This design comes from an exercise in tuning for small area, a short achievable clock period and few clock cycles on the open sky130 flow, not from production work.
Where RTL was checked, it was by simulation tests only, not by an equivalence proof against the original.
For runs 5 and 6, only the layout was checked, not whether the RTL still works.
Power and IR drop assume default switching activity.

[design.v]
module pcwlc_core (
    input  wire        clk,
    input  wire        rst,
    input  wire        host_we,
    input  wire [2:0]  host_addr,
    input  wire [63:0] host_wdata,
    output wire [31:0] status,
    output wire [63:0] res,
    output wire [63:0] res2,
    output wire [31:0] erraddr,
    output reg         port_req,
    output reg         port_we,
    output reg  [1:0]  port_size,     
    output reg  [16:0] port_addr,
    output wire [31:0] port_wdata,
    input  wire        port_ack,
    input  wire [1:0]  port_fail,     
    input  wire [31:0] port_rdata,
    input  wire [63:0] now
);
    localparam [2:0] C_OK      = 3'd0;
    localparam [2:0] C_NOTFND  = 3'd1;
    localparam [2:0] C_ALIGN   = 3'd2;
    localparam [2:0] C_RANGE   = 3'd3;
    localparam [2:0] C_UNSUP   = 3'd4;
    localparam [2:0] C_IOFAIL  = 3'd5;
    localparam [2:0] C_ILLEGAL = 3'd6;
    localparam [4:0] OP_CFG_READ   = 5'h01;
    localparam [4:0] OP_CFG_WRITE  = 5'h02;
    localparam [4:0] OP_FIND_STD   = 5'h03;
    localparam [4:0] OP_FIND_EXT   = 5'h04;
    localparam [4:0] OP_ENABLE     = 5'h05;
    localparam [4:0] OP_DISABLE    = 5'h06;
    localparam [4:0] OP_RETRAIN    = 5'h07;
    localparam [4:0] OP_SET_SPEED  = 5'h08;
    localparam [4:0] OP_READ_STAT  = 5'h09;
    localparam [4:0] OP_WAIT_TRAIN = 5'h0A;
    localparam [4:0] OP_HOT_RESET  = 5'h0B;
    localparam [4:0] OP_SET_BITS   = 5'h0C;
    localparam [4:0] S_IDLE  = 5'd0;
    localparam [4:0] S_FIN   = 5'd1;    
    localparam [4:0] S_CFGR  = 5'd2;
    localparam [4:0] S_CFGW  = 5'd3;
    localparam [4:0] S_ST    = 5'd4;    
    localparam [4:0] S_HT    = 5'd5;    
    localparam [4:0] S_PTR   = 5'd6;    
    localparam [4:0] S_ENT   = 5'd7;    
    localparam [4:0] S_EXT   = 5'd8;    
    localparam [4:0] S_RMWR  = 5'd9;    
    localparam [4:0] S_RMWW  = 5'd10;   
    localparam [4:0] S_CAP   = 5'd11;
    localparam [4:0] S_LC2R  = 5'd12;
    localparam [4:0] S_LC2W  = 5'd13;
    localparam [4:0] S_LS    = 5'd14;
    localparam [4:0] S_HRHT  = 5'd15;   
    localparam [4:0] S_POLL  = 5'd16;   
    localparam [4:0] S_POLL2 = 5'd18;   
    localparam [4:0] S_SLP0  = 5'd19;   
    localparam [4:0] S_SLEEP = 5'd17;   
    localparam [7:0] PCIE_CAP_ID = 8'h10;
    reg [63:0] opa, opb;
    reg        busy, done, pf;
    reg [2:0]  code;
    reg [1:0]  iokind;
    reg        errv;        
    reg        resv;        
    reg        res1;        
    reg [63:0] res_q;       
    reg        dl_hi_n;     
    reg [2:0]  rs2c;        
    reg [4:0]  state;
    reg [4:0]  op;
    reg [1:0]  wc;
    reg        f;
    reg [15:0] imm;         
    reg        again;
    reg [11:0] cur;
    reg [8:0]  trip;        
    reg [63:0] lop;         
    reg        pz;          
    reg [64:0] wake_n;      
    assign port_wdata = res_q[31:0];
    assign status  = {22'd0, iokind & {2{done}}, 1'b0, code & {3{done}}, 1'b0, pf, done, busy};
    assign erraddr = {15'd0, port_addr & {17{errv & done}}};
    assign res     = (res_q & {64{resv}}) | {63'd0, res1};
    reg [15:0] res2_hi;
    always @(*) begin
        case (rs2c)
            3'd1:    res2_hi = 16'h4004;
            3'd2:    res2_hi = 16'h4014;
            3'd3:    res2_hi = 16'h4020;
            3'd4:    res2_hi = 16'h4030;
            3'd5:    res2_hi = 16'h4040;
            3'd6:    res2_hi = 16'h4050;
            default: res2_hi = 16'h0000;
        endcase
    end
    assign res2 = {res2_hi, 48'd0};
    wire [31:0] cw    = host_wdata[31:0];
    wire [4:0]  c_op  = cw[4:0];
    wire [1:0]  c_w   = cw[6:5];
    wire        c_f   = cw[7];
    wire        c_k   = cw[8];
    wire [15:0] c_imm = cw[31:16];
    wire        cmd_go = host_we && host_addr == 3'd0 && !busy;
    reg c_legal;
    always @(*) begin
        case (c_op)
            OP_CFG_READ, OP_CFG_WRITE: c_legal = (cw[15:7] == 9'd0);
            OP_FIND_STD:               c_legal = (cw[31:24] == 8'd0) && (cw[15:5] == 11'd0);
            OP_FIND_EXT:               c_legal = (cw[15:5] == 11'd0);
            OP_ENABLE, OP_DISABLE, OP_READ_STAT, OP_WAIT_TRAIN, OP_HOT_RESET:
                                       c_legal = (cw[31:5] == 27'd0);
            OP_RETRAIN:                c_legal = (cw[31:8] == 24'd0) && (c_w == 2'd0);
            OP_SET_SPEED:              c_legal = (cw[31:9] == 23'd0) && (c_w == 2'd0);
            OP_SET_BITS:               c_legal = (cw[15:8] == 8'd0) && (c_w == 2'd0);
            default:                   c_legal = 1'b0;
        endcase
    end
    wire c_misaligned = (c_w == 2'd1) ? c_imm[0] :
                        (c_w[1])      ? (c_imm[1:0] != 2'd0) : 1'b0;
    reg  c_out_of_range;
    always @(*) begin
        case (c_w)
            2'd0:    c_out_of_range = (opa[63:8]  != 56'd0);
            2'd1:    c_out_of_range = (opa[63:16] != 48'd0);
            2'd2:    c_out_of_range = (opa[63:32] != 32'd0);
            default: c_out_of_range = 1'b0;
        endcase
    end
    reg       speed_ok;
    reg [2:0] speed_code;
    always @(*) begin
        speed_ok   = 1'b1;
        speed_code = 3'd0;
        if (!c_k) begin
            if (opa[63:3] == 61'd0 && opa[2:0] != 3'd0 && opa[2:0] != 3'd7)
                speed_code = opa[2:0];
            else
                speed_ok = 1'b0;
        end else begin
            case (opa)
                64'h4004000000000000: speed_code = 3'd1;
                64'h4014000000000000: speed_code = 3'd2;
                64'h4020000000000000: speed_code = 3'd3;
                64'h4030000000000000: speed_code = 3'd4;
                64'h4040000000000000: speed_code = 3'd5;
                64'h4050000000000000: speed_code = 3'd6;
                default:              speed_ok   = 1'b0;
            endcase
        end
    end
    wire        ext_none  = (opa[63:9] == 55'd0) && (opa[8:0] < 9'h104);
    wire [12:0] cs_clamp  = (opa[63:12] != 52'd0) ? 13'd4096 : {1'b0, opa[11:0]};
    wire [12:0] cs_above  = cs_clamp - 13'd256;
    wire [8:0]  ext_trip1 = (cs_above[12:3] == 10'd0) ? 9'd0 : cs_above[11:3] - 9'd1;
    reg        c_req;
    reg [2:0]  c_code;
    reg        c_errv;
    reg [4:0]  c_state;
    reg [16:0] c_addr;
    reg [1:0]  c_size;
    always @(*) begin
        c_req   = 1'b0;
        c_code  = C_OK;
        c_errv  = 1'b0;
        c_state = S_FIN;
        c_addr  = 17'h006;
        c_size  = 2'd1;
        case (c_op)
            OP_CFG_READ, OP_CFG_WRITE: begin
                c_addr = {1'b0, c_imm};
                c_size = c_w[1] ? 2'd2 : c_w;
                if (c_misaligned) begin
                    c_code = C_ALIGN;
                    c_errv = 1'b1;
                end else if (c_op[1] && c_out_of_range) begin
                    c_code = C_RANGE;
                end else begin
                    c_req   = 1'b1;
                    c_state = c_op[1] ? S_CFGW : S_CFGR;
                end
            end
            OP_FIND_EXT: begin
                c_addr = 17'h100;
                c_size = 2'd2;
                if (ext_none) begin
                    c_code = C_NOTFND;
                end else begin
                    c_req   = 1'b1;
                    c_state = S_EXT;
                end
            end
            OP_HOT_RESET: begin
                c_addr  = 17'h00E;
                c_size  = 2'd0;
                c_req   = 1'b1;
                c_state = S_HRHT;
            end
            default: begin    
                if (c_op == OP_SET_SPEED && !speed_ok) begin
                    c_code = C_RANGE;
                end else begin
                    c_req   = 1'b1;
                    c_state = S_ST;
                end
            end
        endcase
        if (!c_legal) begin
            c_req   = 1'b0;
            c_code  = C_ILLEGAL;
            c_errv  = 1'b0;
            c_state = S_FIN;
        end
    end
    reg  [4:0]  st_nx;      
    reg         sel_d, sel_w, sel_p;
    wire [64:0] add_b = sel_w ? wake_n :
                        sel_p ? {1'b0, res_q} :
                                {dl_hi_n & sel_d, lop};
    localparam integer AW = 66;
    localparam integer AL = 7;                  
    wire [AW-1:0] ad_a = {2'b0, now};
    wire [AW-1:0] ad_b = {1'b0, add_b};
    wire [AW-1:0] ad_p = ad_a ^ ad_b;
    wire [AW-1:0] ad_g = ad_a & ad_b;
    wire [AW-1:0] sk_g [0:AL];
    wire [AW-1:0] sk_p [0:AL];
    assign sk_g[0] = ad_g;
    assign sk_p[0] = ad_p;
    genvar bl, bi;
    generate
        for (bl = 0; bl < AL; bl = bl + 1) begin : g_lvl
            for (bi = 0; bi < AW; bi = bi + 1) begin : g_bit
                if ((bi >> bl) % 2 == 1) begin : g_node
                    assign sk_g[bl+1][bi] = sk_g[bl][bi] | (sk_p[bl][bi] & sk_g[bl][((bi >> bl) << bl) - 1]);
                    assign sk_p[bl+1][bi] = sk_p[bl][bi] & sk_p[bl][((bi >> bl) << bl) - 1];
                end else begin : g_copy
                    assign sk_g[bl+1][bi] = sk_g[bl][bi];
                    assign sk_p[bl+1][bi] = sk_p[bl][bi];
                end
            end
        end
    endgenerate
    wire [AW-1:0] ad_cy = sk_g[AL];             
    wire [65:0]   nsum  = ad_p ^ {ad_cy[AW-2:0], 1'b0};
    reg         past;
    always @(posedge clk) past <= nsum[65] | (&ad_p[64:0]);
    wire        lop_zero  = pz;
    wire        ack  = port_req && port_ack;
    wire        okk  = (port_fail == 2'd0);
    wire [31:0] rd   = port_rdata;
    wire is_std   = (op == OP_FIND_STD);
    wire is_rs    = (op == OP_READ_STAT);
    wire is_lsop  = (op == OP_READ_STAT) || (op == OP_WAIT_TRAIN);
    wire is_cap   = (op == OP_SET_SPEED) && !again;
    wire [7:0] walk_id = is_std ? imm[7:0] : PCIE_CAP_ID;
    reg [15:0] rmw_set, rmw_clr;
    always @(*) begin
        rmw_set = 16'd0;
        rmw_clr = 16'd0;
        case (op)
            OP_ENABLE:    rmw_clr = 16'h0010;
            OP_DISABLE:   rmw_set = 16'h0010;
            OP_RETRAIN:   if (again) rmw_clr = 16'h0020; else rmw_set = 16'h0020;
            OP_SET_SPEED: if (again) rmw_set = 16'h0020;           
                          else begin                               
                              rmw_set = {13'd0, imm[2:0]};
                              rmw_clr = 16'h000F;
                          end
            OP_HOT_RESET: if (again) rmw_clr = 16'h0040; else rmw_set = 16'h0040;
            OP_SET_BITS:  if (f) rmw_set = imm; else rmw_clr = imm;
            default:      ;
        endcase
    end
    wire [7:0] base_off = is_lsop ? 8'h12 : is_cap ? 8'h02 : 8'h10;
    wire [8:0] base_adr = {1'b0, cur[7:0]} + {1'b0, base_off};
    wire [4:0] base_st  = is_lsop ? S_LS : is_cap ? S_CAP : S_RMWR;
    wire [15:0] ls       = rd[15:0];
    wire [3:0]  ls_sc    = ls[3:0];
    wire        ls_known = (ls_sc >= 4'd1) && (ls_sc <= 4'd6);
    wire [31:0] ls_res   = {ls, 3'd0, ls[13], ls[11], ls[9:4], ls_known, ls_sc};
    wire [12:0] c_cs_m4  = opa[12:0] - 13'd4;
    reg  [11:0] cs_m4;
    reg         cs_big;
    wire [11:0] nx       = rd[31:20];
    function gt12(input [11:0] a, input [11:0] b);
        integer k;
        begin
            gt12 = 1'b0;
            for (k = 0; k < 12; k = k + 1)
                gt12 = (a[k] & ~b[k]) | (~(a[k] ^ b[k]) & gt12);
        end
    endfunction
    wire        cs_over  = !cs_big && gt12(nx, cs_m4);
    wire [16:0] addr_p4  = port_addr + 17'd4;
    wire [16:0] addr_lc2 = port_addr + 17'h2E;    
    wire ent_ff    = (rd[7:0] == 8'hFF);
    wire ent_match = (rd[7:0] == walk_id);
    wire ent_next  = (trip != 9'd0) && (rd[15:14] != 2'd0);
    wire ext_dead  = (rd == 32'h00000000) || (rd == 32'hFFFFFFFF);
    wire ext_match = (rd[15:0] == imm);
    wire ext_bad   = (nx[11:8] == 4'd0) || (nx == cur) || (trip == 9'd0) || cs_over;
    wire ext_mis   = (nx[1:0] != 2'd0);
    wire cfg_more  = (wc == 2'd3) && !again;
    reg       cont;
    reg [2:0] a_code;
    reg       a_errv;
    reg       a_resv;
    reg [4:0] a_state;
    always @(*) begin
        cont    = 1'b0;
        a_code  = C_OK;
        a_errv  = 1'b0;
        a_resv  = 1'b0;
        a_state = state;
        case (state)
            S_CFGR: begin
                cont   = cfg_more;
                a_resv = 1'b1;
            end
            S_CFGW: cont = cfg_more;
            S_ST: begin
                cont    = rd[4];
                a_code  = C_NOTFND;
                a_state = S_HT;
            end
            S_HT: begin
                cont    = (rd[6:1] == 6'd0) || (rd[6:0] == 7'd2);
                a_code  = C_NOTFND;
                a_state = S_PTR;
            end
            S_PTR: begin
                cont    = (rd[7:6] != 2'd0);
                a_code  = C_NOTFND;
                a_state = S_ENT;
            end
            S_ENT: begin
                if (!ent_ff && ent_match) begin
                    cont    = !is_std && !cur[0];
                    a_code  = is_std ? C_OK : C_ALIGN;
                    a_errv  = !is_std;
                    a_resv  = is_std;
                    a_state = base_st;
                end else begin
                    cont    = !ent_ff && ent_next;
                    a_code  = C_NOTFND;
                end
            end
            S_EXT: begin
                if (ext_dead) begin
                    a_code = C_NOTFND;
                end else if (ext_match) begin
                    a_resv = 1'b1;
                end else if (ext_bad) begin
                    a_code = C_NOTFND;
                end else begin
                    cont   = !ext_mis;
                    a_code = C_ALIGN;
                    a_errv = 1'b1;
                end
            end
            S_RMWR: begin
                cont    = 1'b1;
                a_state = S_RMWW;
            end
            S_RMWW: begin
                cont    = ((op == OP_RETRAIN && f) || op == OP_HOT_RESET) && !again;
                a_state = S_RMWR;
            end
            S_CAP: begin
                cont    = (rd[3:1] != 3'd0);
                a_code  = C_UNSUP;
                a_state = S_LC2R;
            end
            S_LC2R: begin
                cont    = 1'b1;
                a_state = S_LC2W;
            end
            S_LC2W: begin
                cont    = f;
                a_state = S_ST;
            end
            S_LS: begin
                a_resv  = is_rs;
            end
            S_HRHT: begin
                cont    = (rd[6:0] == 7'd1);
                a_code  = C_UNSUP;
                a_state = S_RMWR;
            end
            default: ;
        endcase
    end
    wire poll  = (state == S_LS) && !is_rs && ls[11];
    wire hsleep = (state == S_RMWW) && (op == OP_HOT_RESET) && !again && !lop_zero;
    always @(posedge clk) begin
        st_nx = state;
        if (rst) begin
            opa      <= 64'd0;
            opb      <= 64'd0;
            busy     <= 1'b0;
            done     <= 1'b0;
            pf       <= 1'b0;
            resv     <= 1'b0;
            res1     <= 1'b0;
            rs2c     <= 3'd0;
            errv     <= 1'b0;
            st_nx    = S_IDLE;
            port_req <= 1'b0;
        end else begin
            if (host_we && host_addr == 3'd2) opa <= host_wdata;
            if (host_we && host_addr == 3'd3) opb <= host_wdata;
            if (host_we && host_addr == 3'd0 && busy) pf <= 1'b1;
            if (cmd_go) begin
                busy     <= 1'b1;
                done     <= 1'b0;
                resv     <= 1'b0;
                res1     <= 1'b0;
                rs2c     <= 3'd0;
                errv     <= c_errv;
                code     <= c_code;
                iokind   <= 2'd0;
                port_req <= c_req;
                st_nx    = c_state;
            end else if (state == S_FIN) begin
                busy  <= 1'b0;
                done  <= 1'b1;
                st_nx    = S_IDLE;
            end else if (state == S_POLL) begin
                st_nx    = S_POLL2;
            end else if (state == S_SLP0) begin
                st_nx    = S_SLEEP;
            end else if (state == S_POLL2) begin
                if (past) begin
                    code  <= C_OK;
                    busy  <= 1'b0;
                    done  <= 1'b1;
                    st_nx    = S_IDLE;
                end else if (lop_zero) begin
                    port_req <= 1'b1;
                    st_nx    = S_ST;
                end else begin
                    st_nx    = S_SLEEP;
                end
            end else if (state == S_SLEEP) begin
                if (past) begin
                    port_req <= 1'b1;
                    st_nx    = (op == OP_HOT_RESET) ? S_RMWR : S_ST;
                end
            end else if (ack) begin
                if (!okk) begin
                    port_req <= 1'b0;
                    code     <= C_IOFAIL;
                    iokind   <= port_fail;
                    errv     <= 1'b1;
                    busy     <= 1'b0;
                    done     <= 1'b1;
                    st_nx    = S_IDLE;
                end else if (poll) begin
                    port_req <= 1'b0;
                    st_nx    = S_POLL;
                end else if (hsleep) begin
                    port_req <= 1'b0;
                    st_nx    = S_SLP0;
                end else begin
                    port_req <= cont;
                    busy     <= cont;
                    done     <= !cont;
                    code     <= a_code;
                    errv     <= a_errv && !cont;
                    resv     <= a_resv && !cont;
                    res1     <= (state == S_LS) && !is_rs && !cont;
                    st_nx    = cont ? a_state : S_IDLE;
                    if (state == S_LS && is_rs)
                        rs2c <= ls_known ? ls_sc[2:0] : 3'd0;
                end
            end
        end
        state <= st_nx;
        sel_d <= !rst && ack && okk && poll;
        sel_w <= !rst && ((state == S_POLL) || (state == S_SLP0) ||
                          (state == S_POLL2 && !past && !lop_zero) ||
                          (state == S_SLEEP && !past) ||
                          (ack && okk && !poll && hsleep));
        sel_p <= !rst && ((ack && okk && (state == S_ENT) && !ent_ff && ent_match &&
                           is_lsop && !cur[0]) ||
                          (state == S_LS && !ack));
    end
    reg first;    
    always @(posedge clk) begin
        first <= !busy;
        if (!busy) begin
            op    <= c_op;
            wc    <= c_w;
            f     <= c_f;
            imm   <= (c_op == OP_SET_SPEED) ? {13'd0, speed_code} : c_imm;
            lop   <= opa;
            cs_m4  <= c_cs_m4[11:0];
            cs_big <= (opa[63:13] != 51'd0) || c_cs_m4[12];
            pz    <= (opa == 64'd0);
            again <= 1'b0;
            cur   <= 12'h100;
            trip  <= ext_trip1;
            port_we   <= (c_op == OP_CFG_WRITE);
            port_size <= c_size;
        end
        if (busy && first && op == OP_WAIT_TRAIN) begin
            lop     <= ~nsum[63:0];
            dl_hi_n <= ~nsum[64];
            res_q   <= opb;
            pz      <= (opb == 64'd0);
        end
        if (cmd_go) begin
            port_addr   <= c_addr;
            res_q[31:0] <= opa[31:0];
        end
        case (state)
            S_CFGR: begin
                if (!again) res_q[31:0] <= rd;
                if (wc == 2'd3) begin
                    if (again) res_q[63:32] <= rd;
                end else begin
                    res_q[63:32] <= 32'd0;
                    res_q[31:0]  <= (wc == 2'd0) ? {24'd0, rd[7:0]} :
                                    (wc == 2'd1) ? {16'd0, rd[15:0]} : rd;
                end
            end
            S_ENT: if (is_std) res_q <= {56'd0, cur[7:0]};
            S_EXT: res_q <= {52'd0, cur};
            S_RMWR, S_LC2R: res_q[31:0] <= {16'd0, (rd[15:0] & ~rmw_clr) | rmw_set};
            S_LS: if (is_rs) res_q <= {32'd0, ls_res};
            default: ;
        endcase
        if (state == S_LS || state == S_RMWW)
            wake_n <= ~nsum[64:0];
        if (ack && okk) begin
            case (state)
                S_CFGR: begin
                    again     <= 1'b1;
                    port_addr <= addr_p4;
                end
                S_CFGW: begin
                    again       <= 1'b1;
                    port_addr   <= addr_p4;
                    res_q[31:0] <= lop[63:32];
                end
                S_ST: begin
                    port_addr <= 17'h00E;
                    port_size <= 2'd0;
                end
                S_HT: begin
                    port_addr <= rd[1] ? 17'h014 : 17'h034;
                end
                S_PTR: begin
                    cur       <= {4'd0, rd[7:0]};
                    trip      <= 9'd47;
                    port_addr <= {9'd0, rd[7:2], 2'b00};
                    port_size <= 2'd1;
                end
                S_ENT: begin
                    cur       <= {4'd0, rd[15:8]};
                    trip      <= trip - 9'd1;
                    port_addr <= ent_match ? {8'd0, base_adr} : {9'd0, rd[15:10], 2'b00};
                end
                S_EXT: begin
                    cur       <= nx;
                    trip      <= trip - 9'd1;
                    port_addr <= {5'd0, nx};
                end
                S_RMWR: begin
                    port_we <= 1'b1;
                end
                S_RMWW: begin
                    again   <= 1'b1;
                    port_we <= 1'b0;
                end
                S_CAP: begin
                    port_addr <= addr_lc2;
                end
                S_LC2R: begin
                    port_we <= 1'b1;
                end
                S_LC2W: begin
                    again     <= 1'b1;
                    port_we   <= 1'b0;
                    port_addr <= 17'h006;
                end
                S_HRHT: begin
                    port_addr <= 17'h03E;
                    port_size <= 2'd1;
                end
                S_LS: begin
                    port_addr <= 17'h006;
                end
                default: ;
            endcase
        end
    end
endmodule
[flow/run.sh]
#!/bin/bash
# Layout flow: the standard flow (standard.sh: the standard synthesis,
# then ORFS to the routed layout) with two layout settings changed:
#  - the port buffers are buf_1 cells instead of the delay buffers that
#    buffer_ports picks by default; timing repair upsizes the ones on
#    critical paths;
#  - the resizer may change a cell's footprint when it sizes cells
#    (MATCH_CELL_FOOTPRINT=0), so timing repair can upsize freely.
# The output of the whole run goes to standard.log in the work folder; ORFS
# keeps each step's log under orfs/logs/.
set -euo pipefail
bash standard.sh MATCH_CELL_FOOTPRINT=0 \
    "BUFFER_PORTS_ARGS=-buffer_cell sky130_fd_sc_hd__buf_1" \
    finish > standard.log 2>&1
[standard.sh]
#!/bin/bash
# synth_recipe.tcl (not shown) runs the flow's synth.tcl, then flattens the netlist and writes it again
# the make line also repeats each setting of config.mk as NAME=value (left out here)
make -C /OpenROAD-flow-scripts/flow DESIGN_CONFIG=/design/flow/config.mk WORK_HOME=/design/flow/orfs CLKGATE_MAP_FILE= SYNTH_SCRIPT=/design/flow/synth_recipe.tcl "${@:-finish}"
[config.mk]
export PLATFORM = sky130hd
export DESIGN_NAME = pcwlc_core
export DESIGN_NICKNAME = pcwlc_core
export VERILOG_FILES = /design/flow/design.v
export SDC_FILE = /design/flow/constraint.sdc
export NUM_CORES = 4
export LEC_CHECK = 0
export CAP_MARGIN = 20
export CORE_MARGIN = 2
export CORE_UTILIZATION = 40
export SETUP_SLACK_MARGIN = 4
export SLEW_MARGIN = 20
[constraint.sdc]
create_clock -name core_clock -period 8.0 [get_ports {clk}]
set_input_delay 1.6000 -clock core_clock [delete_from_list [all_inputs] [get_ports {clk}]]
set_output_delay 1.6000 -clock core_clock [all_outputs]
set_load 0.01 [all_outputs]
==> results of run 1 <==
## area by class of cell
type / count / area share (%)
Timing Repair Buffer: 407 / 6.71
Clock buffer: 59 / 4.23
Clock inverter: 29 / 0.729
Tap cell: 864 / 3.54
Multi-Input combinational cell: 2550 / 50.2
Antenna cell: 3 / 0.0246
Sequential cell: 427 / 33.8
Inverter: 66 / 0.819
## synth_stat cells (16+ instances only)
cell type / n / area [um2]
o21ai_0: 168 / 841
a22oi_1: 23 / 173
buf_4: 134 / 1010
a211oi_1: 18 / 135
and2_1: 95 / 594
nand4_1: 41 / 257
and3_1: 41 / 257
nor4_1: 54 / 338
a21oi_1: 311 / 1560
a31oi_1: 52 / 325
mux2i_1: 99 / 991
inv_1: 63 / 236
nor3_1: 55 / 275
a21o_1: 16 / 120
nor2b_1: 26 / 163
o211ai_1: 27 / 203
dfxtp_1: 252 / 5040
nand2_1: 628 / 2360
nand3_1: 66 / 330
mux2_2: 36 / 405
edfxtp_1: 175 / 5260
nor2_1: 241 / 905
ha_1: 88 / 1100
xor2_1: 68 / 596
buf_1: 18 / 67.6
xnor2_1: 43 / 377
clkbuf_1: 193 / 724
o22ai_1: 17 / 106
a221oi_1: 26 / 228
## worst paths after layout
kind | start | endpoint | slack [ns] | cells past startpoint
max | now[0] | lop[59] | 3.95 | 15
min | trip[0] | trip[0] | 0.46 | 1
max reg2reg | sel_p | lop[59] | 4.03 | 16
min reg2reg | trip[0] | trip[0] | 0.46 | 1
## metal layers
| metal | global-route usage (%) | share of wire [%] | vias up |
|---|---|---|---|
| met5 | 0 | 0.045 | - |
| met4 | 14.0 | 5.2 | 8 |
| met3 | 6.94 | 11 | 297 |
| met2 | 45.9 | 43 | 1490 |
| met1 | 41.2 | 41 | 12300 |
| li1 | - | - | 11900 |
## logic make-up after synthesis
group,synth area share [%]
buf+inv,7.71
fa+ha+maj,4.55
simple gates,22.5
mux,5.20
flops,38.4
xor+xnor,3.62
other cells,0.0140
compound gates,18.0
## what timing repair did
item / in CTS / in global routing
gates resized for setup: 32 / 55
endpoints found under the setup margin: 96 / 49
cloned: 1 / 3
pin swaps: 6 / 25
hold buffers: 0 / 0
buffers inserted: 13 / 22
## worst register-to-register path, stage by stage, from the launching register on
cell and delay [ns]:
dfxtp_4 0.49, clkbuf_16 0.24, mux2i_1 0.19, o21ai_0 0.13, ha_1 0.37, a21oi_1 0.19, and2_1 0.16, nor3b_1 0.48
a211oi_4 0.14, buf_12 0.17, o211ai_1 0.19, buf_6 0.20, nand2_8 0.10, buf_4 0.17, a31oi_4 0.17, xor2_1 0.09
mux2_2 0.27
## flip-flops by register name, summed over array words and instances, names as in the netlist, 3 cells and up
name	count
imm	16
code	3
lop	64
op	5
wake_n	65
rs2c	3
opa	64
cur	12
opb	64
cs_m4	12
port_addr	17
res_q	64
trip	9
state	5
## where the power goes
group          total [uW]  internal, uW  switching [uW]
logic                1400           520             881
registers            2910          2510             403
clock network        2170          1190             983
## stage by stage
step	cell area, um2	utilization [%]	power (uW)	std cells	hold WS, ns
floorplan	27400	-	3750	3391	0.432
global placement	28300	42.8	4240	4274	0.446
detailed placement	28300	42.8	4250	4274	0.451
CTS	30100	45.5	6400	4376	0.463
global route	30500	46.2	6710	4405	0.477
finish	30500	46.2	6490	4405	0.465
==> results.json, run 1 <==
{
  "outcome": "no timing/DRC/antenna violations",
  "drive_gt1_share_pct": 8.59,
  "grt_usage_pct": 30.4,
  "avgSynthCellArea_um2": 8.15,
  "area_delta_synth_final_pct": 13.7,
  "synthDistinctLibCells": 84,
  "vias_per_cell": 5.90,
  "crit_path_cell_trace": "buf_6 -> ha_4 -> fa_2 -> a211o_1 -> a21oi_2 -> o22a_2 -> a211oi_4 -> buf_12 -> o211ai_1 -> buf_6 -> nand2_8 -> buf_4 -> a31oi_4 -> xor2_1 -> mux2_2",
  "path_max_fanout": 6,
  "core_um2": 66100,
  "multi_input_area_um2": 15300,
  "slew_headroom_pct": 24.2,
  "dr_total_vias": 26000,
  "fillers": 6691,
  "crit_path_end_kind": "flip-flop",
  "worstPathRequired_ns": 8.38,
  "clock_skew_ns": 0.0568,
  "synth_edf_count": 175,
  "timing.final.max_slew_violations": 0,
  "leakagePower_uw": 0.0115,
  "die_x_um": 263,
  "clock_latency_ns": 0.63,
  "routedWlPerCell_um": 25.3,
  "setup_viol": 0,
  "clock-root-buffer": "clkbuf_16",
  "h-tree-depth": 2,
  "die_h_um": 263,
  "critPathBufInv": 4,
  "rows": 94,
  "fin_ws_ns": 3.95,
  "critPathTopFamily": "compound AO/OA/AOI/OAI gates",
  "die-area_um2": 69200,
  "cpPeakStageDelay_ns": 0.40,
  "first_iter_violations": 3231,
  "firstDrtPassIters": 9,
  "synth-main-ff-cell": "dfxtp_1",
  "setup_tns_ns": 0,
  "globalplace.congestion": 0.991,
  "start_util_pct": 40.6,
  "power_density_nw_per_um2": 212,
  "final_cell_mix": "625 x nand2_1, 303 x buf_1, 301 x a21oi_1",
  "mostFrequentLayoutCell": "nand2_1",
  "rsz0062_at_grt": "yes",
  "grt_pass1_wl_mm": 158,
  "grt-ovfl-total": 0,
  "antenna_found_initial": 9,
  "cts_max_path_buffers": 3,
  "port_buffers": 315,
  "crit_slowest_cell": "fa_2",
  "hp-class": "flip-flop to flip-flop",
  "timing.fmax_ghz": 0.247,
  "routed_wl_mm": 111,
  "tightest_slew_ns": 1.14,
  "path_class": "primary input to flip-flop",
  "synth.yosys.warnings": 1,
  "synthArstFlopShare_pct": 0,
  "synth_seq_cells": 427,
  "cap_violations": 0,
  "regArea_um2": 10300,
  "pin_count": 414,
  "crit_top_cell": "buf_6",
  "hpwl_mm": 80.3,
  "cts_tree": "yes",
  "hold_viol": 0,
  "worstPathArrival_ns": 4.43,
  "grt_max_degree": 93,
  "max-vdd-ir-drop_mv": 0.143,
  "fin_crit_ns": 4.05,
  "final_nets": 3762,
  "syn_inst": 3294,
  "grt_pass1_vias": 23300,
  "synth-seq-area-share_pct": 38.4,
  "drt.antenna.violating_nets": 0,
  "route.detailed.drc": 0,
  "min_period_over_period_pct": 50.6,
  "path_clk_slew_ns": 0.06,
  "place_ws_ns": 2.77,
  "synthesis.area_um2": 26900,
  "cts-buffers-inserted": 47,
  "numClockSinks": 427,
  "cp-start-kind": "primary input"
}
Testbench counts, summed over its fixed seeds: cycles 67,760.
==> inputs of run 2 (changes only) <==
--- a/config.mk
+++ b/config.mk
@@ -10,2 +10,4 @@
 export CORE_UTILIZATION = 40
+export CTS_BUF_LIST = sky130_fd_sc_hd__clkbuf_4 sky130_fd_sc_hd__clkbuf_8
+export PLACE_DENSITY = 0.75
 export SETUP_SLACK_MARGIN = 4
==> run 2 against run 1 <==
Critical path type unchanged. Fmax is 1.9% higher. Utilization is 0.36 points lower. Largest cell class unchanged. Register-to-register slack better by 0.03 ns. Setup slack better by 0.077 ns. Highest routed layer unchanged. Clock-buffer cell count is 44 higher. Via count is 2.3% higher.
==> results.json, run 2 <==
{
  "outcome": "no timing/DRC/antenna violations",
  "clock_skew_ns": 0.0499,
  "rsz0062_at_grt": "yes",
  "cts_tree": "yes",
  "worstPathArrival_ns": 4.43,
  "ff2ff_setup_slack_ns": 4.06,
  "synthesis.area_um2": 26900,
  "min_from": "trip[0]",
  "synthDistinctLibCells": 84,
  "r2r_end": "wake_n[64]",
  "routedWlPerCell_um": 24.7,
  "holdBufCountCts": 0,
  "pin_count": 414,
  "final_cell_mix": "625 x nand2_1, 304 x a21oi_1, 300 x buf_1",
  "synth-seq-area-share_pct": 38.4,
  "die-area_um2": 69200,
  "synth_seq_cells": 427,
  "drive_gt1_share_pct": 9.25,
  "r2r_cells": 14,
  "clock_latency_ns": 0.70,
  "timing.rr.start": "sel_p",
  "drt.antenna.violating_nets": 0,
  "worstPathRequired_ns": 8.45,
  "start_util_pct": 40.6,
  "routed_wl_mm": 109,
  "final_nets": 3777,
  "port_buffers": 315,
  "netlist.area_leader.share_pct": 19.6,
  "crit_slowest_cell": "a221oi_4",
  "path_max_fanout": 6,
  "path_class": "primary input to flip-flop",
  "mostFrequentLayoutCell": "nand2_1",
  "timing.fmax_ghz": 0.252,
  "largest_register_ffs": 65,
  "cap_violations": 0,
  "hold_path_end": "trip[0]",
  "synth-main-ff-cell": "dfxtp_1",
  "rows": 94,
  "tightest_slew_ns": 1.07,
  "die_h_um": 263,
  "synth.yosys.warnings": 1,
  "holdPathStages": 1,
  "yosysMostFrequentCell": "nand2_1",
  "avgSynthCellArea_um2": 8.15,
  "ys_top_cells_by_area": "edfxtp_1 20%, dfxtp_1 19%, nand2_1 8.8%",
  "hold_viol": 0,
  "crit_path_end_kind": "flip-flop",
  "slew_headroom_pct": 28.4,
  "firstDrtPassIters": 12,
  "crit_path_cell_trace": "buf_1 -> ha_1 -> a21oi_1 -> o21ai_0 -> a221oi_4 -> nor2_1 -> a211oi_4 -> nand2_8 -> a221oi_4 -> o21bai_1 -> ha_1 -> inv_1",
  "setup_tns_ns": 0,
  "timing.final.max_slew_violations": 0,
  "h-tree-depth": 3,
  "largest_register": "wake_n",
  "clock-root-buffer": "clkbuf_8",
  "grt-ovfl-total": 0,
  "area_delta_synth_final_pct": 12.8,
  "hp-class": "flip-flop to flip-flop",
  "antenna_found_initial": 22,
  "min_period_over_period_pct": 49.7,
  "vias_per_cell": 5.99,
  "cp-start-kind": "primary input",
  "cpPeakStageDelay_ns": 0.43,
  "fin_ws_ns": 4.03,
  "synthTopCellsByCount": "628 x nand2_1, 311 x a21oi_1, 252 x dfxtp_1",
  "yosysTopAreaCell": "edfxtp_1",
  "route.detailed.drc": 0,
  "die_x_um": 263,
  "leakagePower_uw": 0.0115,
  "numClockSinks": 427,
  "hpwl_mm": 79.2,
  "synth_edf_count": 175,
  "first_iter_violations": 3913,
  "grt_usage_pct": 29.8,
  "max-vdd-ir-drop_mv": 0.0971,
  "place_ws_ns": 2.71,
  "cts-buffers-inserted": 71,
  "core_um2": 66100,
  "grt_max_degree": 111,
  "power_density_nw_per_um2": 211,
  "dr_total_vias": 26600,
  "syn_inst": 3294,
  "grt_pass1_wl_mm": 156,
  "grt_pass1_vias": 23900,
  "cts_max_path_buffers": 3,
  "globalplace.congestion": 1.02,
  "setup_viol": 0,
  "synthArstFlopShare_pct": 0,
  "path_clk_slew_ns": 0.06,
  "fin_crit_ns": 3.97
}
## run 2: logic make-up (layout without fill, tap and decap cells)
logic type                 count (synthesis)  count (layout)  share of synthesized area [%]
muxes                                    135             135                           5.20
buffers and inverters                    416             591                           7.71
xor gates and xnor gates                 111             111                           3.62
adders and majority gates                 94              94                           4.55
other                                      1             103                         0.0140
and+or+nand+nor                         1326            1327                           22.5
AOI/OAI and AO/OA                        784             784                           18.0
DFF                                      427             427                           38.4
## run 2: routing by layer
layer	track usage (%)	share of wire, %	vias to the layer above	wire length (um)
li1	-	-	12000	-
met1	37.8	38	12300	41300
met2	44.3	42	1843	46200
met3	8.94	13	414	14300
met4	18.2	6.7	32	7380
met5	0.277	0.19	-	210
## run 2: worst max-delay path by stage
stage | from | to | depth (start not counted)
final | now[33] | wake_n[64] | 12
after detailed placement | now[0] | wake_n[64] | 13
after global placement | now[0] | dl_hi_n | 13
after floorplan | now[48] | dl_hi_n | 11
after global routing | now[0] | wake_n[64] | 14
after CTS | port_rdata[22] | state[1] | 11
## run 2: repair_timing
action / CTS / global route
pin swaps: 2 / 12
gates resized for setup: 26 / 30
gates cloned: 0 / 3
setup endpoints to repair: 92 / 43
buffers inserted: 5 / 24
## run 2: power by group
| part | switching [uW] | internal (uW) | total, uW |
|---|---|---|---|
| clock network | 959 | 1150 | 2110 |
| registers | 382 | 2510 | 2890 |
| logic | 896 | 508 | 1400 |
| total | 2240 | 4170 | 6410 |
## run 2: area by class of cell
type                            instances  area [um2]
Multi-Input combinational cell       2549       15200
Clock buffer                          103        1260
Fill cell                            6349       35800
Inverter                               66         250
Clock inverter                         23         239
Tap cell                              864        1080
Antenna cell                            5        12.5
Timing Repair Buffer                  399        1940
Sequential cell                       427       10300
## run 2: critical path: cells and delay by family
family / cells / cell delay (ns)
compound gates: 6 / 1.74
fa+ha+maj: 2 / 0.63
buf+inv: 2 / 0.14
simple gates: 2 / 0.31
## run 2: stage by stage
step	utilization (%)	hold WS (ns)	cells	cell area [um2]	total power (uW)
2_1_floorplan	-	0.432	3391	27400	3750
3_3_place_gp	42.8	0.446	4272	28300	4210
3_5_place_dp	42.8	0.452	4272	28300	4240
4_1_cts	45.3	0.466	4403	29900	6320
5_1_grt	45.8	0.494	4433	30300	6600
6_report	45.8	0.471	4436	30300	6410
==> inputs of run 3 (changes only) <==
--- a/config.mk
+++ b/config.mk
@@ -10,3 +10,3 @@
 export CORE_UTILIZATION = 40
-export CTS_BUF_LIST = sky130_fd_sc_hd__clkbuf_4 sky130_fd_sc_hd__clkbuf_8
+export CTS_BUF_LIST = sky130_fd_sc_hd__clkbuf_8
 export PLACE_DENSITY = 0.75
==> run 3 against run 2 <==
Clock-buffer cell count down 25. Cell area shrank 0.36%. Clock power fell by 5%. Total power is 1.7% lower. Fmax down 0.44%. Clock skew fell by 0.0025 ns. Largest cell class unchanged. Largest power group unchanged.
==> results.json, run 3 <==
{
  "clock_latency_ns": 0.70,
  "die-area_um2": 69200,
  "leakagePower_uw": 0.0115,
  "path_class": "primary input to flip-flop",
  "mostFrequentLayoutCell": "nand2_1",
  "regArea_um2": 10300,
  "cts_tree": "yes",
  "synthArstFlopShare_pct": 0,
  "largest_register_ffs": 65,
  "hold_viol": 0,
  "fin_crit_ns": 3.99,
  "ys_top_cells_by_area": "edfxtp_1 20%, dfxtp_1 19%, nand2_1 8.8%",
  "grt_pass1_wl_mm": 156,
  "final_cells": 4432,
  "multi_input_area_um2": 15200,
  "drive_gt1_share_pct": 8.50,
  "synthTopCellsByCount": "628 x nand2_1, 311 x a21oi_1, 252 x dfxtp_1",
  "vias_per_cell": 6.02,
  "clock-root-buffer": "clkbuf_8",
  "yosysMostFrequentCell": "nand2_1",
  "synth-seq-area-share_pct": 38.4,
  "place_ws_ns": 2.71,
  "first_iter_violations": 4061,
  "fillers": 6364,
  "dr_total_vias": 26700,
  "globalplace.congestion": 1.02,
  "rsz0062_at_grt": "yes",
  "timing.fmax_ghz": 0.251,
  "die_h_um": 263,
  "drt.antenna.violating_nets": 0,
  "max-vdd-ir-drop_mv": 0.0979,
  "min_period_over_period_pct": 49.9,
  "synth_seq_cells": 427,
  "rows": 94,
  "power_density_nw_per_um2": 208,
  "grt-ovfl-total": 0,
  "synthDistinctLibCells": 84,
  "tightest_slew_ns": 1.12,
  "path_max_fanout": 6,
  "syn_inst": 3294,
  "setup_tns_ns": 0,
  "cp-start-kind": "primary input",
  "path_clk_slew_ns": 0.06,
  "crit_path_end_kind": "flip-flop",
  "crit_slowest_cell": "fa_2",
  "final_nets": 3774,
  "cpPeakStageDelay_ns": 0.40,
  "synth-main-ff-cell": "dfxtp_1",
  "port_buffers": 315,
  "fin_ws_ns": 4.01,
  "crit_path_cell_trace": "buf_8 -> ha_4 -> fa_2 -> a211o_1 -> a21oi_2 -> o22a_2 -> a211oi_4 -> o211ai_1 -> buf_4 -> nand2_8 -> a221oi_4 -> o21bai_1 -> ha_1 -> inv_2",
  "final_util_pct": 45.7,
  "h-tree-depth": 3,
  "netlist.area_leader.share_pct": 19.6,
  "antenna_found_initial": 20,
  "final_cell_mix": "625 x nand2_1, 304 x a21oi_1, 300 x buf_1",
  "cts_max_path_buffers": 3,
  "clock_skew_ns": 0.0474,
  "dp_cells": 4272,
  "numClockSinks": 427,
  "routedWlPerCell_um": 24.7,
  "area_delta_synth_final_pct": 12.4,
  "pin_count": 414,
  "synth.yosys.warnings": 1,
  "routed_wl_mm": 109,
  "synth_edf_count": 175,
  "hpwl_mm": 79.2,
  "hp-class": "flip-flop to flip-flop",
  "timing.final.max_slew_violations": 0,
  "yosysTopAreaCell": "edfxtp_1",
  "setup_viol": 0,
  "synthesis.area_um2": 26900,
  "grt_usage_pct": 29.7,
  "slew_headroom_pct": 24.6,
  "firstDrtPassIters": 14,
  "die_x_um": 263,
  "cap_violations": 0,
  "route.detailed.drc": 0,
  "worstPathRequired_ns": 8.46,
  "cts-buffers-inserted": 71,
  "avgSynthCellArea_um2": 8.15,
  "totalPowerFinal_uw": 6290,
  "outcome": "no timing/DRC/antenna violations",
  "largest_register": "wake_n",
  "worstPathArrival_ns": 4.45,
  "start_util_pct": 40.6,
  "grt_pass1_vias": 23900,
  "core_um2": 66100,
  "grt_max_degree": 111
}
## run 3: cells by family (layout without fill, tap and decap cells)
| logic type | after synthesis | count (layout) | share of synthesized area, % |
|---|---|---|---|
| flops | 427 | 427 | 38.4 |
| fa+ha+maj | 94 | 94 | 4.55 |
| xor+xnor | 111 | 111 | 3.62 |
| other cells | 1 | 102 | 0.0140 |
| buf+inv | 416 | 588 | 7.71 |
| mux | 135 | 135 | 5.20 |
| compound gates | 784 | 784 | 18.0 |
| simple gates | 1326 | 1327 | 22.5 |
## run 3: per-layer routing
layer / wire, um / up-vias / GRT usage (%)
met4: 7390 / 32 / 18.1
met5: 217 / - / 0.277
met2: 46200 / 1884 / 44.4
li1: - / 11900 / -
met1: 41400 / 12400 / 38.1
met3: 14200 / 410 / 8.34
## run 3: through the flow
stage                     hold WS, ns  area, um2
after floorplan                 0.432      27400
final                           0.470      30200
after global placement          0.446      28300
after detailed placement        0.452      28300
after global routing            0.494      30200
after CTS                       0.466      29800
## run 3: final timing paths
path | from | end | slack (ns) | cells after the start
worst min register to register | trip[8] | trip[8] | 0.47 | 2
worst max-delay path | now[0] | wake_n[64] | 4.01 | 14
worst max register to register | sel_p | wake_n[64] | 4.09 | 16
worst min-delay path | trip[8] | trip[8] | 0.47 | 2
## run 3: worst max-delay path, delay by kind of cell
family | cells | cell delay (ns)
buffers and inverters | 3 | 0.37
and+or+nand+nor | 1 | 0.10
AOI/OAI and AO/OA | 7 | 1.51
adders and majority gates | 3 | 0.84
## run 3: what timing repair did
item	CTS	global route
hold buffers	0	0
gates resized for setup	26	33
gates cloned	0	3
setup buffers	5	21
setup endpoints to repair	92	40
pin swaps	2	13
## run 3: area by class of cell
class	count	area share [%]
inverter	66	0.829
clock buffer	78	3.56
clock inverter	48	1.10
multi-input combinational	2549	50.4
sequential	427	34.1
timing repair buffer	396	6.40
tap	864	3.58
antenna	4	0.0331
## run 3: power by group
group / switching [uW] / total [uW] / internal, uW
Sequential: 383 / 2890 / 2510
Clock: 965 / 2000 / 1030
Combinational: 895 / 1400 / 507
Total: 2240 / 6290 / 4050
==> inputs of run 4 (changes only) <==
==> flow/run.sh (replaced) <==
#!/bin/bash
# Layout flow: the standard flow (standard.sh: the standard synthesis,
# then ORFS to the routed layout) with two layout settings changed:
#  - the port buffers are buf_4 cells instead of the delay buffers that
#    buffer_ports picks by default;
#  - the resizer may change a cell's footprint when it sizes cells
#    (MATCH_CELL_FOOTPRINT=0), so timing repair can upsize freely.
# The output of the whole run goes to standard.log in the work folder; ORFS
# keeps each step's log under orfs/logs/.
set -euo pipefail
bash standard.sh MATCH_CELL_FOOTPRINT=0 \
    "BUFFER_PORTS_ARGS=-buffer_cell sky130_fd_sc_hd__buf_4" \
    finish > standard.log 2>&1
--- a/config.mk
+++ b/config.mk
@@ -10,4 +10,2 @@
 export CORE_UTILIZATION = 40
-export CTS_BUF_LIST = sky130_fd_sc_hd__clkbuf_8
-export PLACE_DENSITY = 0.75
 export SETUP_SLACK_MARGIN = 4
==> run 4 against run 3 <==
Still clean on timing, DRC and antenna. Fmax increased by 0.37%. Sequential share of layout area fell by 1.7 points. Clock power increased by 17%. Flip-flop and latch count is the same. Sequential power hardly changed.
==> results.json, run 4 <==
{
  "synth-main-ff-cell": "dfxtp_1",
  "grt_max_degree": 76,
  "worstPathArrival_ns": 4.33,
  "grt_usage_pct": 31.1,
  "netlist.area_leader.share_pct": 19.6,
  "min_from": "trip[8]",
  "timing.fmax_ghz": 0.251,
  "cts_tree": "yes",
  "slew_headroom_pct": 31.4,
  "setup_tns_ns": 0,
  "fillers": 6507,
  "path_class": "primary input to flip-flop",
  "synth.yosys.warnings": 1,
  "synthArstFlopShare_pct": 0,
  "p_int_uw": 4460,
  "syn_inst": 3294,
  "sequentialPowerShare_pct": 43.2,
  "regArea_um2": 10300,
  "synth-seq-area-share_pct": 38.4,
  "cts-buffers-inserted": 47,
  "p_clk_share_pct": 34.6,
  "synth_seq_cells": 427,
  "synthesis.area_um2": 26900,
  "r2r_end": "dl_hi_n",
  "clock_latency_ns": 0.60,
  "fin_crit_ns": 3.98,
  "grt-ovfl-total": 0,
  "timing.final.max_slew_violations": 0,
  "hold_viol": 0,
  "r2r_cells": 15,
  "setup_viol": 0,
  "cts_max_path_buffers": 3,
  "routed_wl_mm": 114,
  "leakagePower_uw": 0.0127,
  "ys_top_cells_by_area": "edfxtp_1 20%, dfxtp_1 19%, nand2_1 8.8%",
  "path_clk_slew_ns": 0.07,
  "clock_skew_ns": 0.0181,
  "rsz0062_at_grt": "yes",
  "globalplace.congestion": 1.00,
  "cp-start-kind": "primary input",
  "drt.antenna.violating_nets": 0,
  "routedWlPerCell_um": 25.9,
  "antenna_found_initial": 9,
  "area_delta_synth_final_pct": 18.2,
  "swShare_pct": 33.7,
  "synth_edf_count": 175,
  "grt_pass1_vias": 24000,
  "core_um2": 66100,
  "yosysTopAreaCell": "edfxtp_1",
  "rows": 94,
  "synthTopCellsByCount": "628 x nand2_1, 311 x a21oi_1, 252 x dfxtp_1",
  "hp-class": "flip-flop to flip-flop",
  "timing.rr.start": "sel_w",
  "largest_register": "wake_n",
  "holdBufCountCts": 0,
  "numClockSinks": 427,
  "hold_path_end": "trip[8]",
  "dp_cells": 4258,
  "route.detailed.drc": 0,
  "dr_total_vias": 26400,
  "die_h_um": 263,
  "p_comb_share_pct": 22.3,
  "drive_gt1_share_pct": 17.3,
  "die-area_um2": 69200,
  "final_cell_mix": "624 x nand2_1, 380 x buf_4, 301 x a21oi_1",
  "power_density_nw_per_um2": 212,
  "path_max_fanout": 5,
  "firstDrtPassIters": 9,
  "avgSynthCellArea_um2": 8.15,
  "crit_path_end_kind": "flip-flop",
  "vias_per_cell": 6.01,
  "worstPathRequired_ns": 8.35,
  "final_nets": 3749,
  "largest_register_ffs": 65,
  "yosysMostFrequentCell": "nand2_1",
  "synthDistinctLibCells": 84,
  "die_x_um": 263,
  "first_iter_violations": 3452,
  "holdPathStages": 2,
  "tightest_slew_ns": 1.03,
  "switching_power_uw": 2270,
  "start_util_pct": 40.6,
  "port_buffers": 315,
  "h-tree-depth": 2,
  "mostFrequentLayoutCell": "nand2_1",
  "clock-root-buffer": "clkbuf_16",
  "ff2ff_setup_slack_ns": 4.08,
  "cap_violations": 0,
  "pin_count": 414,
  "grt_pass1_wl_mm": 162,
  "hpwl_mm": 81.3,
  "min_period_over_period_pct": 49.7,
  "outcome": "no timing/DRC/antenna violations",
  "multi_input_area_um2": 15300,
  "max-vdd-ir-drop_mv": 0.159,
  "final_cells": 4394
}
## run 4: cell count changes in the layout (fill, tap and decap cells not counted), moves of 5 or more
cell / previous run / this run
buf_4: 72 / 380
buf_1: 300 / 0
clkbuf_8: 78 / 7
clkbuf_16: 2 / 54
inv_1: 86 / 62
clkbuf_2: 11 / 0
clkbuf_1: 0 / 8
clkinv_1: 8 / 3
ha_1: 86 / 81
## run 4: cell families (layout without fill, tap and decap cells)
group | after synthesis | count (layout) | synth area share (%)
and+or+nand+nor | 1326 | 1327 | 22.5
muxes | 135 | 135 | 5.20
xor gates and xnor gates | 111 | 111 | 3.62
other | 1 | 104 | 0.0140
DFF | 427 | 427 | 38.4
buffers and inverters | 416 | 547 | 7.71
adders and majority gates | 94 | 94 | 4.55
AOI/OAI and AO/OA | 784 | 785 | 18.0
## run 4: power by group through the flow
stage	clock network [uW]	registers, uW	logic (uW)
floorplan	0	2680	1070
global placement	0	2930	1400
detailed placement	0	2930	1410
CTS	2330	2880	1440
global route	2420	2910	1630
finish	2330	2910	1500
## run 4: worst max-delay path by stage
stage                 start  endpoint  slack, ns  cells past startpoint
detailed placement   now[0]   dl_hi_n       2.69                     13
CTS                 now[48]   dl_hi_n       4.00                     12
global route        now[50]   dl_hi_n       3.95                     12
floorplan           now[48]   dl_hi_n       3.82                     11
finish              now[50]   dl_hi_n       4.02                     12
global placement     now[0]   dl_hi_n       2.77                     13
## run 4: final cells by class
cell class	count	area share [%]
multi-input combinational	2550	48.3
inverter	66	0.788
timing repair buffer	394	9.83
antenna	6	0.0473
sequential	427	32.5
tap	864	3.41
clock buffer	65	4.34
clock inverter	22	0.772
## run 4: per-stage QoR
stage          power [uW]  hold WS [ns]  worst slack (ns)  utilization [%]  area (um2)
3_3_place_gp         4330         0.447              2.77             44.4       29300
4_1_cts              6650         0.466              4.00             47.4       31300
6_report             6730         0.473              4.02             48.0       31700
3_5_place_dp         4350         0.454              2.69             44.4       29300
5_1_grt              6960         0.484              3.95             48.0       31700
2_1_floorplan        3750         0.432              3.82                -       27400
## run 4: critical path, cell delays in order
cell and delay, ns:
buf_4 0.11, ha_1 0.36, and4_2 0.28, and3_1 0.23, and2_2 0.25, and3_2 0.27, and3_1 0.25, and2_1 0.20
a221oi_4 0.27, o21bai_1 0.14, ha_1 0.31, inv_1 0.06
## run 4: per-layer routing
| metal | wire length [um] | global-route usage (%) | up-vias |
|---|---|---|---|
| met1 | 45800 | 41.5 | 12600 |
| met2 | 49000 | 47.2 | 1553 |
| met3 | 12800 | 7.72 | 344 |
| met4 | 6020 | 14.1 | 10 |
| li1 | - | - | 11900 |
| met5 | 65 | 0 | - |
## run 4: what timing repair did
item                                   in CTS  in global routing
resized for setup                          29                 40
gates cloned                                2                  4
setup endpoints to repair                  86                 40
endpoints found under the hold margin       0                  0
buffers inserted                           20                 17
pin swaps                                   5                 19
==> inputs of run 5 (changes only) <==
--- a/design.v
+++ b/design.v
@@ -56,4 +56,2 @@
     localparam [4:0] S_POLL  = 5'd16;   
-    localparam [4:0] S_POLL2 = 5'd18;   
-    localparam [4:0] S_SLP0  = 5'd19;   
     localparam [4:0] S_SLEEP = 5'd17;   
@@ -246,4 +244,3 @@
     wire [65:0]   nsum  = ad_p ^ {ad_cy[AW-2:0], 1'b0};
-    reg         past;
-    always @(posedge clk) past <= nsum[65] | (&ad_p[64:0]);
+    wire        past = nsum[65] | (&ad_p[64:0]);
     wire        lop_zero  = pz;
@@ -430,6 +427,2 @@
             end else if (state == S_POLL) begin
-                st_nx    = S_POLL2;
-            end else if (state == S_SLP0) begin
-                st_nx    = S_SLEEP;
-            end else if (state == S_POLL2) begin
                 if (past) begin
@@ -464,3 +457,3 @@
                     port_req <= 1'b0;
-                    st_nx    = S_SLP0;
+                    st_nx    = S_SLEEP;
                 end else begin
@@ -481,4 +474,3 @@
         sel_d <= !rst && ack && okk && poll;
-        sel_w <= !rst && ((state == S_POLL) || (state == S_SLP0) ||
-                          (state == S_POLL2 && !past && !lop_zero) ||
+        sel_w <= !rst && ((state == S_POLL && !past && !lop_zero) ||
                           (state == S_SLEEP && !past) ||
--- a/flow/run.sh
+++ b/flow/run.sh
@@ -3,4 +3,5 @@
 # then ORFS to the routed layout) with two layout settings changed:
-#  - the port buffers are buf_4 cells instead of the delay buffers that
-#    buffer_ports picks by default;
+#  - the port buffers are buf_1 cells instead of the delay buffers that
+#    buffer_ports picks by default; timing repair upsizes the ones on
+#    critical paths;
 #  - the resizer may change a cell's footprint when it sizes cells
@@ -11,3 +12,3 @@
 bash standard.sh MATCH_CELL_FOOTPRINT=0 \
-    "BUFFER_PORTS_ARGS=-buffer_cell sky130_fd_sc_hd__buf_4" \
+    "BUFFER_PORTS_ARGS=-buffer_cell sky130_fd_sc_hd__buf_1" \
     finish > standard.log 2>&1
==> run 5 against run 4 <==
Still clean. Register-to-register slack got worse by 0.68 ns. Non-clock buffer count increased by 80. First-iteration DRC count increased by 9.5%. Area after synthesis increased by 1.9%. Fmax decreased by 15%. Global-route usage increased by 1.5 points. Total power increased by 14%. Utilization decreased by 0.17 points. Critical endpoint is now state[4]. Largest cell class unchanged.
==> results.json, run 5 <==
{
  "postLayoutCellArea_um2": 32300,
  "path_class": "primary input to flip-flop",
  "setup_viol": 0,
  "dr_total_vias": 27000,
  "synthArstFlopShare_pct": 0,
  "routed_wl_mm": 120,
  "clock_latency_ns": 0.64,
  "synth.yosys.warnings": 1,
  "min_from": "pf",
  "hpwl_mm": 84.5,
  "leakagePower_uw": 0.0122,
  "grt_pass1_vias": 24400,
  "timing.rr.start": "sel_p",
  "cts_max_path_buffers": 3,
  "synth_seq_cells": 426,
  "avgSynthCellArea_um2": 8.25,
  "path_clk_slew_ns": 0.06,
  "netlist.area_leader.share_pct": 19.2,
  "min_period_over_period_pct": 58.6,
  "worstPathRequired_ns": 8.50,
  "cp-start-kind": "primary input",
  "largest_register_ffs": 65,
  "crit_path_end_kind": "flip-flop",
  "first_iter_violations": 3779,
  "clock-root-buffer": "clkbuf_16",
  "fin_ws_ns": 3.31,
  "timing.fmax_ghz": 0.213,
  "cts-buffers-inserted": 48,
  "path_max_fanout": 5,
  "area_delta_synth_final_pct": 18.0,
  "grt-ovfl-total": 0,
  "hold_path_end": "pf",
  "routedWlPerCell_um": 26.8,
  "cap_violations": 0,
  "synthTopCellsByCount": "623 x nand2_1, 300 x a21oi_1, 251 x dfxtp_1",
  "ff2ff_setup_slack_ns": 3.40,
  "r2r_cells": 22,
  "final_util_pct": 47.9,
  "setup_tns_ns": 0,
  "firstDrtPassIters": 8,
  "hp-class": "flip-flop to flip-flop",
  "synth_edf_count": 175,
  "holdBufCountCts": 0,
  "max-vdd-ir-drop_mv": 0.153,
  "core_um2": 67500,
  "clock_skew_ns": 0.0524,
  "worstPathArrival_ns": 5.19,
  "drive_gt1_share_pct": 12.3,
  "die-area_um2": 70500,
  "rsz0062_at_grt": "yes",
  "numClockSinks": 426,
  "start_util_pct": 40.5,
  "final_cell_mix": "618 x nand2_1, 307 x buf_1, 289 x a21oi_1",
  "die_x_um": 266,
  "grt_pass1_wl_mm": 169,
  "cts_tree": "yes",
  "route.detailed.drc": 0,
  "placed_cell_area_um2": 29000,
  "antenna_found_initial": 5,
  "power_density_nw_per_um2": 237,
  "grt_max_degree": 66,
  "ys_top_cells_by_area": "edfxtp_1 19%, dfxtp_1 18%, nand2_1 8.5%",
  "vias_per_cell": 6.02,
  "slew_headroom_pct": 21.9,
  "place_ws_ns": 2.39,
  "drt.antenna.violating_nets": 0,
  "synth-main-ff-cell": "dfxtp_1",
  "die_h_um": 266,
  "synthDistinctLibCells": 95,
  "final_nets": 3832,
  "r2r_end": "state[4]",
  "yosysTopAreaCell": "edfxtp_1",
  "globalplace.congestion": 1.02,
  "pin_count": 414,
  "syn_inst": 3319,
  "largest_register": "wake_n",
  "synthesis.area_um2": 27400,
  "yosysMostFrequentCell": "nand2_1",
  "grt_usage_pct": 32.5,
  "hold_viol": 0,
  "h-tree-depth": 2,
  "synth-seq-area-share_pct": 37.6,
  "outcome": "no timing/DRC/antenna violations",
  "port_buffers": 315,
  "mostFrequentLayoutCell": "nand2_1",
  "rows": 95,
  "tightest_slew_ns": 1.17,
  "timing.final.max_slew_violations": 0,
  "holdPathStages": 2,
  "fin_crit_ns": 4.69
}
run 5: cell types whose count changed after synthesis, sizes merged, moves of 11 or more:
| cell | delta |
|---|---|
| nor2 | -90 |
| xor2 | -35 |
| o22ai | +31 |
| nor2b | -13 |
| clkbuf | +32 |
| a31oi | -11 |
| nand2b | +31 |
| o21ai | -16 |
| a21o | +12 |
| a21boi | +28 |
| xnor2 | +33 |
run 5: power by group:
part	total (uW)	leakage (uW)	switching, uW	internal [uW]
clock network	2360	0.000821	992	1370
logic	2390	0.00756	1460	929
registers	2890	0.00385	352	2540
total	7640	0.0122	2810	4830
run 5: area by class of cell:
type	instances	area (um2)
diodes	2	5.00
clock buffers	64	1400
multi-input cells	2547	16300
clock inverters	26	278
inverters	71	282
well taps	873	1090
flip-flops and latches	426	10300
fillers	6638	35200
repair buffers	474	2710
run 5: cell families after synthesis:
group / after synthesis / share of synthesized area (%)
and+or+nand+nor: 1256 / 21.4
AOI/OAI and AO/OA: 850 / 19.9
buffers and inverters: 443 / 7.92
DFF: 426 / 37.6
muxes: 139 / 5.24
xor gates and xnor gates: 109 / 3.49
adders and majority gates: 95 / 4.51
other: 1 / 0.0137
run 5: worst max path at each step:
stage                     startpoint  cells past startpoint       end  slack (ns)
after floorplan               now[0]                     17   code[0]        3.22
after global placement         sel_p                     21  state[4]        2.41
after detailed placement       sel_p                     21  state[4]        2.39
after CTS                    now[33]                     18  state[2]        3.25
after global routing          now[0]                     19  state[4]        3.23
final                         now[0]                     19  state[4]        3.31
run 5: repair_timing:
item                       4_1_cts  5_1_grt
setup buffers                   48       34
setup endpoints to repair      114       98
cloned                           1        2
pin swaps                       44       48
resized for setup              102       65
run 5: worst max-delay path: stages:
cell and delay, ns:
buf_6 0.10, ha_4 0.15, fa_2 0.36, a21o_1 0.20
a221oi_4 0.32, and4bb_2 0.31, or4_4 0.19, a31o_4 0.17
and3_4 0.20, o221ai_4 0.10, a21o_1 0.17, ha_2 0.16
inv_2 0.06, o41ai_4 0.19, nor2_2 0.18, a22o_1 0.16
nand2_2 0.09, and2_4 0.21, a311oi_2 0.25
run 5: metal layers:
layer,vias to the layer above,GRT usage (%),wire (um)
met5,-,0,55
met2,1630,49.9,52400
li1,12200,-,-
met1,12900,42.9,47800
met4,8,14.8,6350
met3,312,8.44,13500
run 5: stage by stage:
| step | power [uW] | std cells | hold WS [ns] |
|---|---|---|---|
| after floorplan | 4240 | 3416 | 0.438 |
| after global placement | 4910 | 4306 | 0.453 |
| after detailed placement | 4920 | 4306 | 0.459 |
| after CTS | 7450 | 4445 | 0.473 |
| after global routing | 7920 | 4481 | 0.483 |
| final | 7640 | 4483 | 0.469 |
==> inputs of run 6 (changes only) <==
--- a/design.v
+++ b/design.v
@@ -56,2 +56,4 @@
     localparam [4:0] S_POLL  = 5'd16;   
+    localparam [4:0] S_POLL2 = 5'd18;   
+    localparam [4:0] S_SLP0  = 5'd19;   
     localparam [4:0] S_SLEEP = 5'd17;   
@@ -72,3 +74,2 @@
     reg        f;
-    reg [15:0] imm;         
     reg        again;
@@ -77,2 +78,3 @@
     reg [63:0] lop;         
+    wire [15:0] imm = lop[63:48];
     reg        pz;          
@@ -244,3 +246,4 @@
     wire [65:0]   nsum  = ad_p ^ {ad_cy[AW-2:0], 1'b0};
-    wire        past = nsum[65] | (&ad_p[64:0]);
+    reg         past;
+    always @(posedge clk) past <= nsum[65] | (&ad_p[64:0]);
     wire        lop_zero  = pz;
@@ -427,2 +430,6 @@
             end else if (state == S_POLL) begin
+                st_nx    = S_POLL2;
+            end else if (state == S_SLP0) begin
+                st_nx    = S_SLEEP;
+            end else if (state == S_POLL2) begin
                 if (past) begin
@@ -457,3 +464,3 @@
                     port_req <= 1'b0;
-                    st_nx    = S_SLEEP;
+                    st_nx    = S_SLP0;
                 end else begin
@@ -474,3 +481,4 @@
         sel_d <= !rst && ack && okk && poll;
-        sel_w <= !rst && ((state == S_POLL && !past && !lop_zero) ||
+        sel_w <= !rst && ((state == S_POLL) || (state == S_SLP0) ||
+                          (state == S_POLL2 && !past && !lop_zero) ||
                           (state == S_SLEEP && !past) ||
@@ -488,4 +496,8 @@
             f     <= c_f;
-            imm   <= (c_op == OP_SET_SPEED) ? {13'd0, speed_code} : c_imm;
-            lop   <= opa;
+            lop[47:0] <= opa[47:0];
+            case (c_op)
+                OP_FIND_STD, OP_FIND_EXT, OP_SET_BITS: lop[63:48] <= c_imm;
+                OP_SET_SPEED:                          lop[63:48] <= {13'd0, speed_code};
+                default:                               lop[63:48] <= opa[63:48];
+            endcase
             cs_m4  <= c_cs_m4[11:0];
--- a/config.mk
+++ b/config.mk
@@ -10,2 +10,4 @@
 export CORE_UTILIZATION = 40
+export CTS_BUF_LIST = sky130_fd_sc_hd__clkbuf_8
+export PLACE_DENSITY = 0.75
 export SETUP_SLACK_MARGIN = 4
==> run 6 against run 5 <==
Worst hold slack better by 0.0040 ns. Via count up 2.7%. Cell count down 0.16%. Register-to-register slack better by 0.65 ns. Die area down 2.5%. Global-route usage down 0.46 points. Non-clock buffer count down 65. Sequential power down 7%. Routed wire length down 2.9%. Synthesized cell count about the same. Sequential share of layout area up 0.36 points.
==> results.json, run 6 <==
{
  "outcome": "no timing/DRC/antenna violations",
  "path_clk_slew_ns": 0.07,
  "cp.depth": 14,
  "grt-ovfl-total": 0,
  "setup_tns_ns": 0,
  "worstPathRequired_ns": 8.45,
  "clock-root-buffer": "clkbuf_8",
  "yosys.area_share.simple_pct": 22.5,
  "routed_wl_mm": 117,
  "fin_ws_ns": 3.95,
  "rsz0062_at_grt": "yes",
  "pin_count": 414,
  "dr_total_vias": 27700,
  "clock_latency_ns": 0.70,
  "grt_usage_pct": 32.1,
  "crit_path_start": "now[0]",
  "synth_xor_area_share_pct": 3.15,
  "synth_fa_ha_area_share_pct": 4.62,
  "endpoint": "wake_n[53]",
  "power_density_nw_per_um2": 225,
  "setup_viol": 0,
  "synth_compound_area_share_pct": 20.0,
  "critPathBufInv": 3,
  "core_um2": 65900,
  "die_x_um": 262,
  "avgSynthCellArea_um2": 8.04,
  "largest_register": "wake_n",
  "synth_seq_cells": 411,
  "first_iter_violations": 4315,
  "leakagePower_uw": 0.0116,
  "tightest_slew_ns": 1.03,
  "globalplace.congestion": 1.06,
  "postLayoutCellArea_um2": 30500,
  "clock_skew_ns": 0.0369,
  "synth-main-ff-cell": "dfxtp_1",
  "port_buffers": 315,
  "placed_cell_area_um2": 28300,
  "ff2ff_setup_slack_ns": 4.05,
  "cts_max_path_buffers": 3,
  "drt.antenna.violating_nets": 0,
  "mostFrequentLayoutCell": "nand2_1",
  "grt_pass1_wl_mm": 166,
  "final_nets": 3809,
  "yosysTopAreaCell": "dfxtp_1",
  "start_util_pct": 40.5,
  "hp-class": "flip-flop to flip-flop",
  "crit_path_end_kind": "flip-flop",
  "drive_gt1_share_pct": 9.87,
  "crit_slowest_cell": "or3_4",
  "fin_crit_ns": 4.05,
  "yosysMostFrequentCell": "nand2_1",
  "hold_viol": 0,
  "final_cell_mix": "622 x nand2_1, 301 x buf_1, 277 x a21oi_1",
  "cpPeakStageDelay_ns": 0.43,
  "numClockSinks": 411,
  "synth_top_family_by_area": "simple AND/OR/NAND/NOR gates",
  "firstDrtPassIters": 9,
  "synth_edf_count": 159,
  "r2r_end": "wake_n[53]",
  "area_delta_synth_final_pct": 14.4,
  "cts-buffers-inserted": 73,
  "hold_slack_ns": 0.473,
  "place_ws_ns": 2.81,
  "regArea_um2": 9830,
  "min_period_over_period_pct": 50.6,
  "synthMuxAreaShare_pct": 4.67,
  "path_max_fanout": 5,
  "cp-start-kind": "primary input",
  "fillers": 6508,
  "r2r_cells": 15,
  "worstPathArrival_ns": 4.49
}
[run 6: changes by cell type after synthesis, sizes merged, moves of 15 or more]
| cell | previous run | this run |
|---|---|---|
| clkbuf | 225 | 182 |
| edfxtp | 175 | 159 |
| nand3 | 68 | 84 |
| xnor2 | 76 | 59 |
| o21ai | 154 | 191 |
| mux2 | 34 | 19 |
| buf | 147 | 172 |
| nand2b | 46 | 22 |
| nor2 | 151 | 199 |
| and2 | 97 | 82 |
| inv | 70 | 88 |
| a221oi | 21 | 36 |
| o22ai | 48 | 29 |
| a21boi | 34 | 6 |
[run 6: cell type report]
class                      instances  share of cell area (%)
antenna                            6                  0.0492
timing repair buffer             409                    6.78
tap                              864                    3.54
sequential                       411                    32.2
clock buffer                      91                    4.10
clock inverter                    45                    1.04
multi-input combinational       2561                    51.2
inverter                          89                    1.11
[run 6: repair_timing]
action                     CTS  global route
gates resized for setup     27            67
cloned                       1             1
hold buffers                 0             0
setup buffers               13            11
pin swaps                    5            16
setup endpoints to repair   92            81
[run 6: worst min-delay path by stage]
| stage | startpoint | cells past startpoint | slack [ns] | end |
|---|---|---|---|---|
| 3_3_place_gp | pf | 2 | 0.45 | pf |
| 6_report | opb[26] | 2 | 0.47 | opb[26] |
| 4_1_cts | opb[56] | 2 | 0.47 | opb[56] |
| 3_5_place_dp | opb[26] | 2 | 0.46 | opb[26] |
| 5_1_grt | opb[56] | 2 | 0.49 | opb[56] |
| 2_1_floorplan | res1 | 2 | 0.44 | res1 |
[run 6: per-layer routing]
| layer | wire, um | track usage (%) |
|---|---|---|
| met1 | 43400 | 41.3 |
| met2 | 48200 | 46.0 |
| met4 | 8470 | 20.6 |
| met5 | 192 | 1.11 |
| met3 | 16400 | 10.2 |
[run 6: kinds of logic after synthesis]
| kind of cell | after synthesis |
|---|---|
| buffers and inverters | 443 |
| XOR/XNOR | 96 |
| AO/OA/AOI/OAI | 845 |
| AND/OR/NAND/NOR | 1305 |
| other | 1 |
| multiplexers | 122 |
| flip-flops | 411 |
| adder cells (fa/ha/maj) | 95 |
[run 6: metrics by stage]
| step | cells | power, uW | utilization (%) |
|---|---|---|---|
| finish | 4476 | 6870 | 46.3 |
| global route | 4473 | 7100 | 46.3 |
| CTS | 4458 | 6730 | 45.8 |
| detailed placement | 4308 | 4570 | 43.0 |
| global placement | 4308 | 4540 | 43.0 |
| floorplan | 3415 | 3970 | - |
[run 6: report_power, final]
part	switching (uW)	leakage, uW	total, uW	internal (uW)
Clock	976	0.000900	2140	1160
Sequential	301	0.00369	2700	2400
Combinational	1310	0.00704	2030	723
[run 6: worst register-to-register path: cells and delay by family, from the launching register on]
family | cells | cell delay (ns)
buffers and inverters | 3 | 0.47
DFF | 1 | 0.44
adders and majority gates | 1 | 0.34
muxes | 1 | 0.20
AOI/OAI and AO/OA | 6 | 1.24
and+or+nand+nor | 4 | 1.03
